This design comes from an exercise in tuning for small area on the open sky130 flow, not from production work.
RTL that was checked went through simulation tests only; none was proved equivalent to the original.
Power is estimated from default activity; no workload was simulated.

==> inputs of cedar <==
## spy_sync
module spy_sync (
    input  wire         clk,
    input  wire         rst,          
    input  wire [3:0]   op,           
    input  wire [1:0]   op_ch,        
    input  wire [7:0]   op_arg,       
    output reg          res_valid,
    output wire [7:0]   res_err,
    output reg  [1:0]   res_status,
    output reg  [15:0]  res_value,
    output wire         ev_kind,
    output wire [1:0]   ev_channel,
    output wire         ev_resync,
    output wire [15:0]  ev_mtype,
    output wire [255:0] ev_frame
);
    localparam OP_NOP     = 4'h0;
    localparam OP_SPYBYTE = 4'h8;
    localparam OP_SPYPOP  = 4'h9;
    localparam OP_SPYRST  = 4'hA;
    localparam OP_RDSTAT  = 4'hF;
    wire is_byte = (op == OP_SPYBYTE);
    wire ch_ok   = !op_ch[1];
    wire is_pop  = (op == OP_SPYPOP);
    wire is_rst  = (op == OP_SPYRST);
    wire is_stat = (op == OP_RDSTAT);
    wire legal   = (op == OP_NOP) || is_byte || is_pop || is_rst || is_stat;
    wire sel     = op_ch[0];
    wire         emit0, drop0, warn0, hs0, rp0;
    wire         emit1, drop1, warn1, hs1, rp1;
    wire [247:0] buf0, buf1;
    wire [4:0]   fill0, fill1, dr0, dr1;
  ...
clock: 10.0 ns
lec_check: 0
cap_margin: 20
core_margin: 2
core_utilization: 40
cts_buf_list: sky130_fd_sc_hd__clkbuf_8
cts_cluster_diameter: 50
cts_cluster_size: 16
slew_margin: 20
run.sh (not shown) runs the stock make flow with config.mk's settings and CLKGATE_MAP_FILE= SYNTH_SCRIPT=/design/flow/synth_recipe.tcl, a recipe that flattens the netlist after the stock synthesis.
==> sierra (differences from cedar) <==
==> flow/flow/run.sh (new file) <==
#!/bin/bash
# Standard layout, with two changes to how it is built:
#  - ports are buffered with the smallest buffer (buf_1) instead of the
#    cell buffer_ports picks by default;
#  - CTS uses clkbuf_4 leaf clusters and inserts no dummy loads.
# Every tool's output goes to a log in this folder (and ORFS's own logs
# under orfs/logs).
set -euo pipefail
export BUFFER_PORTS_ARGS="-buffer_cell sky130_fd_sc_hd__buf_1"
export CTS_ARGS="-sink_clustering_enable -repair_clock_nets -dont_use_dummy_load -buf_list sky130_fd_sc_hd__clkbuf_4 -sink_clustering_size 10 -sink_clustering_max_diameter 40"
bash standard.sh > flow_make.log 2>&1
==> flow/standard.sh (new file) <==
#!/bin/bash
# synth_recipe.tcl (not shown) runs the flow's synth.tcl, then flattens the netlist and writes it again
# the make line also repeats each setting of config.mk as NAME=value (left out here)
make -C /OpenROAD-flow-scripts/flow DESIGN_CONFIG=/design/flow/config.mk WORK_HOME=/design/flow/orfs CLKGATE_MAP_FILE= SYNTH_SCRIPT=/design/flow/synth_recipe.tcl "${@:-finish}"
--- a/flow/config.mk
+++ b/flow/config.mk
@@ -8,7 +8,5 @@
 export CAP_MARGIN = 20
 export CORE_MARGIN = 2
 export CORE_UTILIZATION = 40
-export CTS_BUF_LIST = sky130_fd_sc_hd__clkbuf_8
-export CTS_CLUSTER_DIAMETER = 50
-export CTS_CLUSTER_SIZE = 16
+export PLACE_DENSITY = 0.85
 export SLEW_MARGIN = 20
removed: flow/run.sh
==> summary of the runs <==
- Maximum frequency: cedar is higher than sierra (6.9%).
- In critical path depth, sierra and cedar do not differ.
- Design area: sierra is smaller than cedar (5.9%).
- Between sierra and cedar, the lower non-clock buffer count is in cedar (gap 2).
- In flip-flop and latch count, cedar and sierra do not differ.
- Between sierra and cedar, the lower sequential share of layout area is in cedar (gap 4.4 points).
- Against sierra, the worst hold slack of cedar is higher by 74 ps.
- Area after synthesis is the same in sierra and cedar.
- Of cedar and sierra, cedar has the higher setup slack (gap 380 ps).
==> figures <==
quantity	cedar	sierra
Peak clock frequency supported by timing	180 MHz	168 MHz
Cell at the slowest stage of the critical path	clkdlybuf4s50_1	dfxtp_1
Share of the clock period used by the worst path	55.6%	59.4%
Slew at the pin closest to its max-slew limit	1140 ps	1140 ps
IR Drop Worst-Case VDD	0.420 mV	0.277 mV
Overall global routing resource usage	16.5%	16.0%
Finished Cell Area	62900 um2	59100 um2
Critical path destination	res_value[1]	res_value[0]
Drt total wl	119000 um	116000 um
Met1 wire length	52200 um	44300 um
Final weighted congestion of routability-driven global placement	0.805	0.845
Layout Area Growth over Synthesis	14.4%	7.63%
Result of the run	finished clean	finished clean
Starting DRC count in detailed routing	3205	3889
Post-route setup slack	4440 ps	4060 ps
Number of global-route vias before repair	28000	29100
Met1 demand-to-capacity share in global routing	22.9%	19.6%
Headroom to the max-slew limit	24.0%	24.0%
Psw	4.53 mW	4.12 mW

---

==> branch umber: inputs <==
==> flow/design.v <==
module spy_chan (
    input  wire         clk,
    input  wire         rst,       
    input  wire         clr,       
    input  wire         push,      
    input  wire [7:0]   b,
    output wire         emit,      
    output wire         drop,      
    output wire         warn,      
    output wire [247:0] buf_o,     
    output reg          have_sync,
    output reg          resync_pending,
    output wire [4:0]   fill,
    output wire [4:0]   drop_run,
    output reg  [15:0]  desync_cnt
);
    reg [247:0] buf_q;
    reg         full;      
    reg [4:0]   x;         
    assign buf_o = buf_q;
    wire [15:0] mt    = buf_q[15:0];
    wire        valid = (&mt) || (mt <= 16'd11);
    assign emit = push && full && valid;
    assign drop = push && full && !valid;
    assign warn = drop && (&x);
    assign fill     = full ? 5'd31 : x;
    assign drop_run = full ? x : 5'd0;
    always @(posedge clk) begin
        if (push)
            buf_q <= {b, buf_q[247:8]};
    end
    always @(posedge clk) begin
        if (rst || clr) begin
            full           <= 1'b0;
            x              <= 5'd0;
            have_sync      <= 1'b0;
            resync_pending <= 1'b0;
            desync_cnt     <= 16'd0;
        end else if (push) begin
            if (!full) begin
                if (x == 5'd30) begin
                    full <= 1'b1;
                    x    <= 5'd0;
                end else begin
                    x    <= x + 5'd1;
                end
            end else if (valid) begin
                full           <= 1'b0;
                x              <= 5'd0;
                have_sync      <= 1'b1;
                resync_pending <= 1'b0;
            end else begin
                x              <= x + 5'd1;
                have_sync      <= 1'b0;
                resync_pending <= 1'b1;
                if ((&x) && !(&desync_cnt))
                    desync_cnt <= desync_cnt + 16'd1;
            end
        end
    end
endmodule
module spy_sync (
    input  wire         clk,
    input  wire         rst,          
    input  wire [3:0]   op,           
    input  wire [1:0]   op_ch,        
    input  wire [7:0]   op_arg,       
    output reg          res_valid,
    output wire [7:0]   res_err,
    output reg  [1:0]   res_status,
    output reg  [15:0]  res_value,
    output wire         ev_kind,
    output wire [1:0]   ev_channel,
    output wire         ev_resync,
    output wire [15:0]  ev_mtype,
    output wire [255:0] ev_frame
);
    localparam OP_NOP     = 4'h0;
    localparam OP_SPYBYTE = 4'h8;
    localparam OP_SPYPOP  = 4'h9;
    localparam OP_SPYRST  = 4'hA;
    localparam OP_RDSTAT  = 4'hF;
    wire is_byte = (op == OP_SPYBYTE);
    wire ch_ok   = !op_ch[1];
    wire is_pop  = (op == OP_SPYPOP);
    wire is_rst  = (op == OP_SPYRST);
    wire is_stat = (op == OP_RDSTAT);
    wire legal   = (op == OP_NOP) || is_byte || is_pop || is_rst || is_stat;
    wire sel     = op_ch[0];
    wire         emit0, drop0, warn0, hs0, rp0;
    wire         emit1, drop1, warn1, hs1, rp1;
    wire [247:0] buf0, buf1;
    wire [4:0]   fill0, fill1, dr0, dr1;
    wire [15:0]  dc0, dc1;
    spy_chan u_ch0 (
        .clk(clk), .rst(rst), .clr(is_rst),
        .push(is_byte && ch_ok && !sel), .b(op_arg),
        .emit(emit0), .drop(drop0), .warn(warn0), .buf_o(buf0),
        .have_sync(hs0), .resync_pending(rp0),
        .fill(fill0), .drop_run(dr0), .desync_cnt(dc0)
    );
    spy_chan u_ch1 (
        .clk(clk), .rst(rst), .clr(is_rst),
        .push(is_byte && ch_ok && sel), .b(op_arg),
        .emit(emit1), .drop(drop1), .warn(warn1), .buf_o(buf1),
        .have_sync(hs1), .resync_pending(rp1),
        .fill(fill1), .drop_run(dr1), .desync_cnt(dc1)
    );
    wire ch_emit = emit0 | emit1;
    wire ch_drop = drop0 | drop1;
    wire ch_warn = warn0 | warn1;
    wire new_ev  = ch_emit | ch_warn;
    reg [239:0] q_frame [0:3];    
    reg [3:0]   q_code  [0:3];
    reg [3:0]   q_ch, q_rs;
    reg [1:0]   head;
    reg [2:0]   cnt;
    reg [15:0]  ev_dropped;
    wire         q_full  = cnt[2];
    wire         q_empty = (cnt == 3'd0);
    wire [1:0]   widx    = head + cnt[1:0];
    wire [247:0] wbuf    = sel ? buf1 : buf0;
    always @(posedge clk) begin
        if (new_ev) begin
            q_frame[widx] <= {op_arg, wbuf[247:16]};
            q_code[widx]  <= ch_warn ? 4'hC : wbuf[3:0];
            q_ch[widx]    <= sel;
            q_rs[widx]    <= ch_warn | (sel ? rp1 : rp0);
        end
    end
    always @(posedge clk) begin
        if (rst || is_rst) begin
            head       <= 2'd0;
            cnt        <= 3'd0;
            ev_dropped <= 16'd0;
        end else if (new_ev) begin
            if (q_full) begin
                head <= head + 2'd1;
                if (!(&ev_dropped))
                    ev_dropped <= ev_dropped + 16'd1;
            end else begin
                cnt <= cnt + 3'd1;
            end
        end else if (is_pop && !q_empty) begin
            head <= head + 2'd1;
            cnt  <= cnt - 3'd1;
        end
    end
    wire [1:0] pidx  = head - 2'd1;
    wire [3:0] pcode = q_code[pidx];
    wire       ffff  = &pcode;
    assign ev_kind    = (pcode == 4'hC);
    assign ev_channel = {1'b0, q_ch[pidx]};
    assign ev_resync  = q_rs[pidx];
    assign ev_mtype   = {{12{ffff}}, pcode[3:2] & {2{!ev_kind}}, pcode[1:0]};
    assign ev_frame   = {q_frame[pidx], {12{ffff}}, pcode};
    reg e_any, e_ill;
    assign res_err = {1'b0, e_any, 1'b0, e_any, {4{e_ill}}};
    reg       s_q;      
    reg       s_c;      
    reg [2:0] s_a;      
    always @(posedge clk) begin
        if (rst)
            res_valid <= 1'b0;
        else
            res_valid <= (op != OP_NOP);
        e_ill <= !legal;
        e_any <= !legal || (is_byte && !ch_ok);
        res_status <= is_pop ? {1'b0, !q_empty} : {ch_drop, ch_emit};
        s_q <= (op_arg == 8'd7) || (op_arg == 8'd8);
        s_c <= (op_arg[7:3] == 5'b00010);
        s_a <= op_arg[2:0];
    end
    always @(*) begin
        res_value = 16'h0000;
        if (s_q)
            res_value = s_a[0] ? {13'd0, cnt} : ev_dropped;
        else if (s_c) begin
            case ({s_a[2], s_a[1:0]})
                3'd0: res_value = {14'd0, rp0, hs0};
                3'd1: res_value = {11'd0, fill0};
                3'd2: res_value = {11'd0, dr0};
                3'd3: res_value = dc0;
                3'd4: res_value = {14'd0, rp1, hs1};
                3'd5: res_value = {11'd0, fill1};
                3'd6: res_value = {11'd0, dr1};
                default: res_value = dc1;
            endcase
        end
    end
endmodule
==> flow/run.sh <==
#!/bin/bash
# synth_recipe.tcl (not shown) runs the flow's synth.tcl, then flattens the netlist and writes it again
# the make line also repeats each setting of config.mk as NAME=value (left out here)
make -C /OpenROAD-flow-scripts/flow DESIGN_CONFIG=/design/flow/config.mk WORK_HOME=/design/flow/orfs CLKGATE_MAP_FILE= SYNTH_SCRIPT=/design/flow/synth_recipe.tcl finish
==> flow/config.mk <==
export PLATFORM = sky130hd
export DESIGN_NAME = spy_sync
export DESIGN_NICKNAME = spy_sync
export VERILOG_FILES = /design/flow/design.v
export SDC_FILE = /design/flow/constraint.sdc
export NUM_CORES = 4
export LEC_CHECK = 0
export ABC_AREA = 1
export CAP_MARGIN = 20
export CORE_MARGIN = 2
export CORE_UTILIZATION = 40
export SLEW_MARGIN = 20
==> flow/constraint.sdc <==
create_clock -name core_clock -period 10.0 [get_ports {clk}]
set_input_delay 2.0000 -clock core_clock [delete_from_list [all_inputs] [get_ports {clk}]]
set_output_delay 2.0000 -clock core_clock [all_outputs]
set_load 0.01 [all_outputs]
==> branch violet (differences from branch umber) <==
==> flow/design.v, changed modules only <==
module spy_sync (
    input  wire         clk,
    input  wire         rst,          
    input  wire [3:0]   op,           
    input  wire [1:0]   op_ch,        
    input  wire [7:0]   op_arg,       
    output reg          res_valid,
    output wire [7:0]   res_err,
    output reg  [1:0]   res_status,
    output reg  [15:0]  res_value,
    output wire         ev_kind,
    output wire [1:0]   ev_channel,
    output wire         ev_resync,
    output wire [15:0]  ev_mtype,
    output wire [255:0] ev_frame
);
    localparam OP_NOP     = 4'h0;
    localparam OP_SPYBYTE = 4'h8;
    localparam OP_SPYPOP  = 4'h9;
    localparam OP_SPYRST  = 4'hA;
    localparam OP_RDSTAT  = 4'hF;
    wire is_byte = (op == OP_SPYBYTE);
    wire ch_ok   = !op_ch[1];
    wire is_pop  = (op == OP_SPYPOP);
    wire is_rst  = (op == OP_SPYRST);
    wire is_stat = (op == OP_RDSTAT);
    wire legal   = (op == OP_NOP) || is_byte || is_pop || is_rst || is_stat;
    wire sel     = op_ch[0];
    wire         emit0, drop0, warn0, hs0, rp0;
    wire         emit1, drop1, warn1, hs1, rp1;
    wire [247:0] buf0, buf1;
    wire [4:0]   fill0, fill1, dr0, dr1;
    wire [15:0]  dc0, dc1;
    spy_chan u_ch0 (
        .clk(clk), .rst(rst), .clr(is_rst),
        .push(is_byte && ch_ok && !sel), .b(op_arg),
        .emit(emit0), .drop(drop0), .warn(warn0), .buf_o(buf0),
        .have_sync(hs0), .resync_pending(rp0),
        .fill(fill0), .drop_run(dr0), .desync_cnt(dc0)
    );
    spy_chan u_ch1 (
        .clk(clk), .rst(rst), .clr(is_rst),
        .push(is_byte && ch_ok && sel), .b(op_arg),
        .emit(emit1), .drop(drop1), .warn(warn1), .buf_o(buf1),
        .have_sync(hs1), .resync_pending(rp1),
        .fill(fill1), .drop_run(dr1), .desync_cnt(dc1)
    );
    wire ch_emit = emit0 | emit1;
    wire ch_drop = drop0 | drop1;
    wire ch_warn = warn0 | warn1;
    wire new_ev  = ch_emit | ch_warn;
    localparam RW = 240 + 4 + 1 + 1;    
    reg [RW-1:0] ring [0:2];
    reg [RW-1:0] h;
    reg          hv;
    reg [2:0]    rhead;      
    reg [1:0]    rcnt;       
    reg [15:0]   ev_dropped;
    wire [2:0]   total   = {2'b00, hv} + {1'b0, rcnt};
    wire         q_empty = !hv && (rcnt == 2'd0);
    wire         q_full  = hv && (rcnt == 2'd3);
    wire         refill  = (!hv && (rcnt != 2'd0)) || (new_ev && q_full);
    wire [247:0] wbuf    = sel ? buf1 : buf0;
    wire [RW-1:0] new_rec = {op_arg, wbuf[247:16],
                             ch_warn ? 4'hC : wbuf[3:0],
                             sel, ch_warn | (sel ? rp1 : rp0)};
    reg [2:0] wsel;
    always @(*) begin
        case (rcnt)
            2'd1:    wsel = {rhead[1:0], rhead[2]};
            2'd2:    wsel = {rhead[0], rhead[2:1]};
            default: wsel = rhead;
        endcase
    end
    genvar k;
    generate
        for (k = 0; k < 3; k = k + 1) begin : g_q
            always @(posedge clk) begin
                if (new_ev && wsel[k])
                    ring[k] <= new_rec;
            end
        end
    endgenerate
    wire [2:0] hs = {3{refill}} & rhead;
    always @(posedge clk) begin
        h <= ({RW{hs[0]}} & ring[0]) | ({RW{hs[1]}} & ring[1])
           | ({RW{hs[2]}} & ring[2]) | ({RW{!refill}} & h);
    end
    always @(posedge clk) begin
        if (rst || is_rst) begin
            hv         <= 1'b0;
            rhead      <= 3'b001;
            rcnt       <= 2'd0;
            ev_dropped <= 16'd0;
        end else begin
            hv    <= !is_pop && (hv || refill);
            if (refill)
                rhead <= {rhead[1:0], rhead[2]};
            rcnt  <= rcnt - {1'b0, refill} + {1'b0, new_ev};
            if (new_ev && q_full && !(&ev_dropped))
                ev_dropped <= ev_dropped + 16'd1;
        end
    end
    wire [3:0] pcode = h[5:2];
    wire       ffff  = &pcode;
    assign ev_kind    = (pcode == 4'hC);
    assign ev_channel = {1'b0, h[1]};
    assign ev_resync  = h[0];
    assign ev_mtype   = {{12{ffff}}, pcode[3:2] & {2{!ev_kind}}, pcode[1:0]};
    assign ev_frame   = {h[RW-1:6], {12{ffff}}, pcode};
    reg e_any, e_ill;
    assign res_err = {1'b0, e_any, 1'b0, e_any, {4{e_ill}}};
    reg       s_q;      
    reg       s_c;      
    reg [2:0] s_a;      
    always @(posedge clk) begin
        if (rst)
            res_valid <= 1'b0;
        else
            res_valid <= (op != OP_NOP);
        e_ill <= !legal;
        e_any <= !legal || (is_byte && !ch_ok);
        res_status <= is_pop ? {1'b0, !q_empty} : {ch_drop, ch_emit};
        s_q <= (op_arg == 8'd7) || (op_arg == 8'd8);
        s_c <= (op_arg[7:3] == 5'b00010);
        s_a <= op_arg[2:0];
    end
    always @(*) begin
        res_value = 16'h0000;
        if (s_q)
            res_value = s_a[0] ? {13'd0, total} : ev_dropped;
        else if (s_c) begin
            case ({s_a[2], s_a[1:0]})
                3'd0: res_value = {14'd0, rp0, hs0};
                3'd1: res_value = {11'd0, fill0};
                3'd2: res_value = {11'd0, dr0};
                3'd3: res_value = dc0;
                3'd4: res_value = {14'd0, rp1, hs1};
                3'd5: res_value = {11'd0, fill1};
                3'd6: res_value = {11'd0, dr1};
                default: res_value = dc1;
            endcase
        end
    end
endmodule
==> flow/flow/run.sh (new file) <==
#!/bin/bash
# Standard layout, with two changes to how it is built:
#  - ports are buffered with the smallest buffer (buf_1) instead of the
#    cell buffer_ports picks by default;
#  - CTS uses clkbuf_4 leaf clusters and inserts no dummy loads.
# Every tool's output goes to a log in this folder (and ORFS's own logs
# under orfs/logs).
set -euo pipefail
export BUFFER_PORTS_ARGS="-buffer_cell sky130_fd_sc_hd__buf_1"
export CTS_ARGS="-sink_clustering_enable -repair_clock_nets -dont_use_dummy_load -buf_list sky130_fd_sc_hd__clkbuf_4 -sink_clustering_size 10 -sink_clustering_max_diameter 40"
bash standard.sh > flow_make.log 2>&1
==> flow/standard.sh (new file) <==
#!/bin/bash
# synth_recipe.tcl (not shown) runs the flow's synth.tcl, then flattens the netlist and writes it again
# the make line also repeats each setting of config.mk as NAME=value (left out here)
make -C /OpenROAD-flow-scripts/flow DESIGN_CONFIG=/design/flow/config.mk WORK_HOME=/design/flow/orfs CLKGATE_MAP_FILE= SYNTH_SCRIPT=/design/flow/synth_recipe.tcl "${@:-finish}"
- ABC_AREA: 1 -> default
- CORE_UTILIZATION: 40 -> 70
- PLACE_DENSITY: default -> 0.85
removed: flow/run.sh
==> branch harbor (differences from branch umber) <==
==> flow/design.v, changed modules only <==
module spy_sync (
    input  wire         clk,
    input  wire         rst,          
    input  wire [3:0]   op,           
    input  wire [1:0]   op_ch,        
    input  wire [7:0]   op_arg,       
    output reg          res_valid,
    output wire [7:0]   res_err,
    output reg  [1:0]   res_status,
    output reg  [15:0]  res_value,
    output wire         ev_kind,
    output wire [1:0]   ev_channel,
    output wire         ev_resync,
    output wire [15:0]  ev_mtype,
    output wire [255:0] ev_frame
);
    localparam OP_NOP     = 4'h0;
    localparam OP_SPYBYTE = 4'h8;
    localparam OP_SPYPOP  = 4'h9;
    localparam OP_SPYRST  = 4'hA;
    localparam OP_RDSTAT  = 4'hF;
    wire is_byte = (op == OP_SPYBYTE);
    wire ch_ok   = !op_ch[1];
    wire is_pop  = (op == OP_SPYPOP);
    wire is_rst  = (op == OP_SPYRST);
    wire is_stat = (op == OP_RDSTAT);
    wire legal   = (op == OP_NOP) || is_byte || is_pop || is_rst || is_stat;
    wire sel     = op_ch[0];
    wire         emit0, drop0, warn0, hs0, rp0;
    wire         emit1, drop1, warn1, hs1, rp1;
    wire [247:0] buf0, buf1;
    wire [4:0]   fill0, fill1, dr0, dr1;
    wire [15:0]  dc0, dc1;
    spy_chan u_ch0 (
        .clk(clk), .rst(rst), .clr(is_rst),
        .push(is_byte && ch_ok && !sel), .b(op_arg),
        .emit(emit0), .drop(drop0), .warn(warn0), .buf_o(buf0),
        .have_sync(hs0), .resync_pending(rp0),
        .fill(fill0), .drop_run(dr0), .desync_cnt(dc0)
    );
    spy_chan u_ch1 (
        .clk(clk), .rst(rst), .clr(is_rst),
        .push(is_byte && ch_ok && sel), .b(op_arg),
        .emit(emit1), .drop(drop1), .warn(warn1), .buf_o(buf1),
        .have_sync(hs1), .resync_pending(rp1),
        .fill(fill1), .drop_run(dr1), .desync_cnt(dc1)
    );
    wire ch_emit = emit0 | emit1;
    wire ch_drop = drop0 | drop1;
    wire ch_warn = warn0 | warn1;
    wire new_ev  = ch_emit | ch_warn;
    localparam RW = 240 + 4 + 1 + 1;    
    reg [RW-1:0] ring [0:2];
    reg [RW-1:0] h;
    reg          hv;
    reg [2:0]    rhead;      
    reg [1:0]    rcnt;       
    reg [15:0]   ev_dropped;
    wire [2:0]   total   = {2'b00, hv} + {1'b0, rcnt};
    wire         q_empty = !hv && (rcnt == 2'd0);
    wire         q_full  = hv && (rcnt == 2'd3);
    wire         refill  = (!hv && (rcnt != 2'd0)) || (new_ev && q_full);
    wire [247:0] wbuf    = sel ? buf1 : buf0;
    wire [RW-1:0] new_rec = {op_arg, wbuf[247:16],
                             ch_warn ? 4'hC : wbuf[3:0],
                             sel, ch_warn | (sel ? rp1 : rp0)};
    reg [2:0] wsel;
    always @(*) begin
        case (rcnt)
            2'd1:    wsel = {rhead[1:0], rhead[2]};
            2'd2:    wsel = {rhead[0], rhead[2:1]};
            default: wsel = rhead;
        endcase
    end
    genvar k;
    generate
        for (k = 0; k < 3; k = k + 1) begin : g_q
            always @(posedge clk) begin
                if (new_ev && wsel[k])
                    ring[k] <= new_rec;
            end
        end
    endgenerate
    wire [2:0] hs = {3{refill}} & rhead;
    always @(posedge clk) begin
        h <= ({RW{hs[0]}} & ring[0]) | ({RW{hs[1]}} & ring[1])
           | ({RW{hs[2]}} & ring[2]) | ({RW{!refill}} & h);
    end
    always @(posedge clk) begin
        if (rst || is_rst) begin
            hv         <= 1'b0;
            rhead      <= 3'b001;
            rcnt       <= 2'd0;
            ev_dropped <= 16'd0;
        end else begin
            hv    <= !is_pop && (hv || refill);
            if (refill)
                rhead <= {rhead[1:0], rhead[2]};
            rcnt  <= rcnt - {1'b0, refill} + {1'b0, new_ev};
            if (new_ev && q_full && !(&ev_dropped))
                ev_dropped <= ev_dropped + 16'd1;
        end
    end
    wire [3:0] pcode = h[5:2];
    wire       ffff  = &pcode;
    assign ev_kind    = (pcode == 4'hC);
    assign ev_channel = {1'b0, h[1]};
    assign ev_resync  = h[0];
    assign ev_mtype   = {{12{ffff}}, pcode[3:2] & {2{!ev_kind}}, pcode[1:0]};
    assign ev_frame   = {h[RW-1:6], {12{ffff}}, pcode};
    reg e_any, e_ill;
    assign res_err = {1'b0, e_any, 1'b0, e_any, {4{e_ill}}};
    reg       s_q;      
    reg       s_c;      
    reg [2:0] s_a;      
    always @(posedge clk) begin
        if (rst)
            res_valid <= 1'b0;
        else
            res_valid <= (op != OP_NOP);
        e_ill <= !legal;
        e_any <= !legal || (is_byte && !ch_ok);
        res_status <= is_pop ? {1'b0, !q_empty} : {ch_drop, ch_emit};
        s_q <= (op_arg == 8'd7) || (op_arg == 8'd8);
        s_c <= (op_arg[7:3] == 5'b00010);
        s_a <= op_arg[2:0];
    end
    always @(*) begin
        res_value = 16'h0000;
        if (s_q)
            res_value = s_a[0] ? {13'd0, total} : ev_dropped;
        else if (s_c) begin
            case ({s_a[2], s_a[1:0]})
                3'd0: res_value = {14'd0, rp0, hs0};
                3'd1: res_value = {11'd0, fill0};
                3'd2: res_value = {11'd0, dr0};
                3'd3: res_value = dc0;
                3'd4: res_value = {14'd0, rp1, hs1};
                3'd5: res_value = {11'd0, fill1};
                3'd6: res_value = {11'd0, dr1};
                default: res_value = dc1;
            endcase
        end
    end
endmodule
==> flow/flow/run.sh (new file) <==
#!/bin/bash
# Standard layout, with two changes to how it is built:
#  - ports are buffered with the smallest buffer (buf_1) instead of the
#    cell buffer_ports picks by default;
#  - CTS uses clkbuf_4 leaf clusters and inserts no dummy loads.
# Every tool's output goes to a log in this folder (and ORFS's own logs
# under orfs/logs).
set -euo pipefail
export BUFFER_PORTS_ARGS="-buffer_cell sky130_fd_sc_hd__buf_1"
export CTS_ARGS="-sink_clustering_enable -repair_clock_nets -dont_use_dummy_load -buf_list sky130_fd_sc_hd__clkbuf_4 -sink_clustering_size 10 -sink_clustering_max_diameter 40"
bash standard.sh > flow_make.log 2>&1
==> flow/standard.sh (new file) <==
#!/bin/bash
# synth_recipe.tcl (not shown) runs the flow's synth.tcl, then flattens the netlist and writes it again
# the make line also repeats each setting of config.mk as NAME=value (left out here)
make -C /OpenROAD-flow-scripts/flow DESIGN_CONFIG=/design/flow/config.mk WORK_HOME=/design/flow/orfs CLKGATE_MAP_FILE= SYNTH_SCRIPT=/design/flow/synth_recipe.tcl "${@:-finish}"
- ABC_AREA: 1 -> default
removed: flow/run.sh
==> branch pepper (differences from branch umber) <==
- CTS_BUF_LIST: default -> sky130_fd_sc_hd__clkbuf_4 sky130_fd_sc_hd__clkbuf_8
==> qor.yml <==
floorplan:
  row_count: 102
placed_design:
  pre_cts_ws_ns: 3.74
timing:
  relSlewSlack_pct: 26.8
  timing.final.crit_share_pct: 55.7
setup_path:
  critPathSlowestCell: "dfxtp_1"
cells_and_area:
  num-nonclk-inverters: 15
  fill_cells: 4478
power:
  netSwitchingFraction_pct: 30.5
  p_sw_uw: 4060
  power.leakage_uw: 0.0185
outcome:
  status: "complete, no violations"
global_routing:
  antenna_found_initial: 2
  grt_pass1_wl_um: 171000
yosys:
  synthXorXnorAreaFrac_pct: 0.526
The numbers above come from branch violet.

==> qor.yml <==
outcome:
  status: "complete, no violations"
power:
  power.leakage_uw: 0.0186
  netSwitchingFraction_pct: 30.8
  p_sw_uw: 4160
timing:
  timing.final.crit_share_pct: 58.9
  relSlewSlack_pct: 15.5
cells_and_area:
  fill_cells: 12200
  multi_input_area_share_pct: 17.4
  num-nonclk-inverters: 15
  nets: 3606
  finalNonFillerCells: 5371
setup_path:
  critPathSlowestCell: "dfxtp_1"
  required_ns: 8.00
global_routing:
  globalRouteMet3Util_pct: 3.15
  grtUsageMet2_pct: 26.4
  grt_usage_pct: 16.4
yosys:
  syn_area_um2: 55000
  synthXorXnorAreaFrac_pct: 0.526
The numbers above come from branch harbor.

==> qor.yml <==
yosys:
  synthAdderAreaFrac_pct: 0.424
  synthXorXnorAreaFrac_pct: 0.609
cells_and_area:
  fill_cells: 12800
  num-nonclk-inverters: 117
timing:
  timing.final.crit_share_pct: 69.4
  relSlewSlack_pct: 29.0
setup_path:
  critical_path_arrival_ns: 4.94
  critPathSlowestCell: "inv_8"
global_routing:
  grt_pass1_wl_um: 220000
outcome:
  status: "complete, no violations"
floorplan:
  row_count: 140
power:
  p_sw_uw: 2680
  power.leakage_uw: 0.0239
placed_design:
  pre_cts_ws_ns: 3.64
The numbers above come from branch pepper.

==> qor.yml <==
cells_and_area:
  fill_cells: 12700
power:
  power.leakage_uw: 0.0238
  netSwitchingFraction_pct: 20.4
  p_int_uw: 10600
timing:
  relSlewSlack_pct: 23.1
  timing.final.crit_share_pct: 68.1
setup_path:
  critPathSlowestCell: "inv_8"
  crit_end: "ev_frame[158]"
global_routing:
  grt_pass1_wl_um: 218000
outcome:
  status: "complete, no violations"
placed_design:
  pre_cts_ws_ns: 3.64
floorplan:
  row_count: 140
yosys:
  synthXorXnorAreaFrac_pct: 0.609
The numbers above come from branch umber.

Function not checked in branch umber and branch pepper: the RTL went through the layout flow alone.

-- what the ideal ports hide --
The flow's constraints put no driver on any port. The routed layouts listed below were extracted and timed again, unchanged, in two steps.
Step 1, drivers: a clkbuf_16 drives clk and a buf_2 each remaining input, both assumed.
Step 2, shift: input delay + t, output delay - t, t = (earliest + latest rising clock arrival at the registers) / 2. This alone moves slack from input paths to output paths.
a / b / c = ideal ports / drivers / drivers and shift; a / b = the first two.
run	t, ns	slack for setup (ns)	worst data-port slew with drivers (ns)
cedar	0.948	4.440 / 4.369 / 4.142	0.06
sierra	1.151	4.057 / 3.992 / 3.833	0.07
branch umber	0.850	3.192 / 3.118 / 3.602	0.08
branch violet	1.044	4.435 / 4.373 / 3.770	0.03
branch harbor	1.204	4.111 / 4.040 / 4.244	0.06
branch pepper	1.038	3.059 / 2.980 / 3.560	0.07
After both steps setup and hold are still met in every run listed. For branch violet, which loses most, drivers alone change the setup slack by -0.062 ns; drivers and shift together by -0.665 ns.
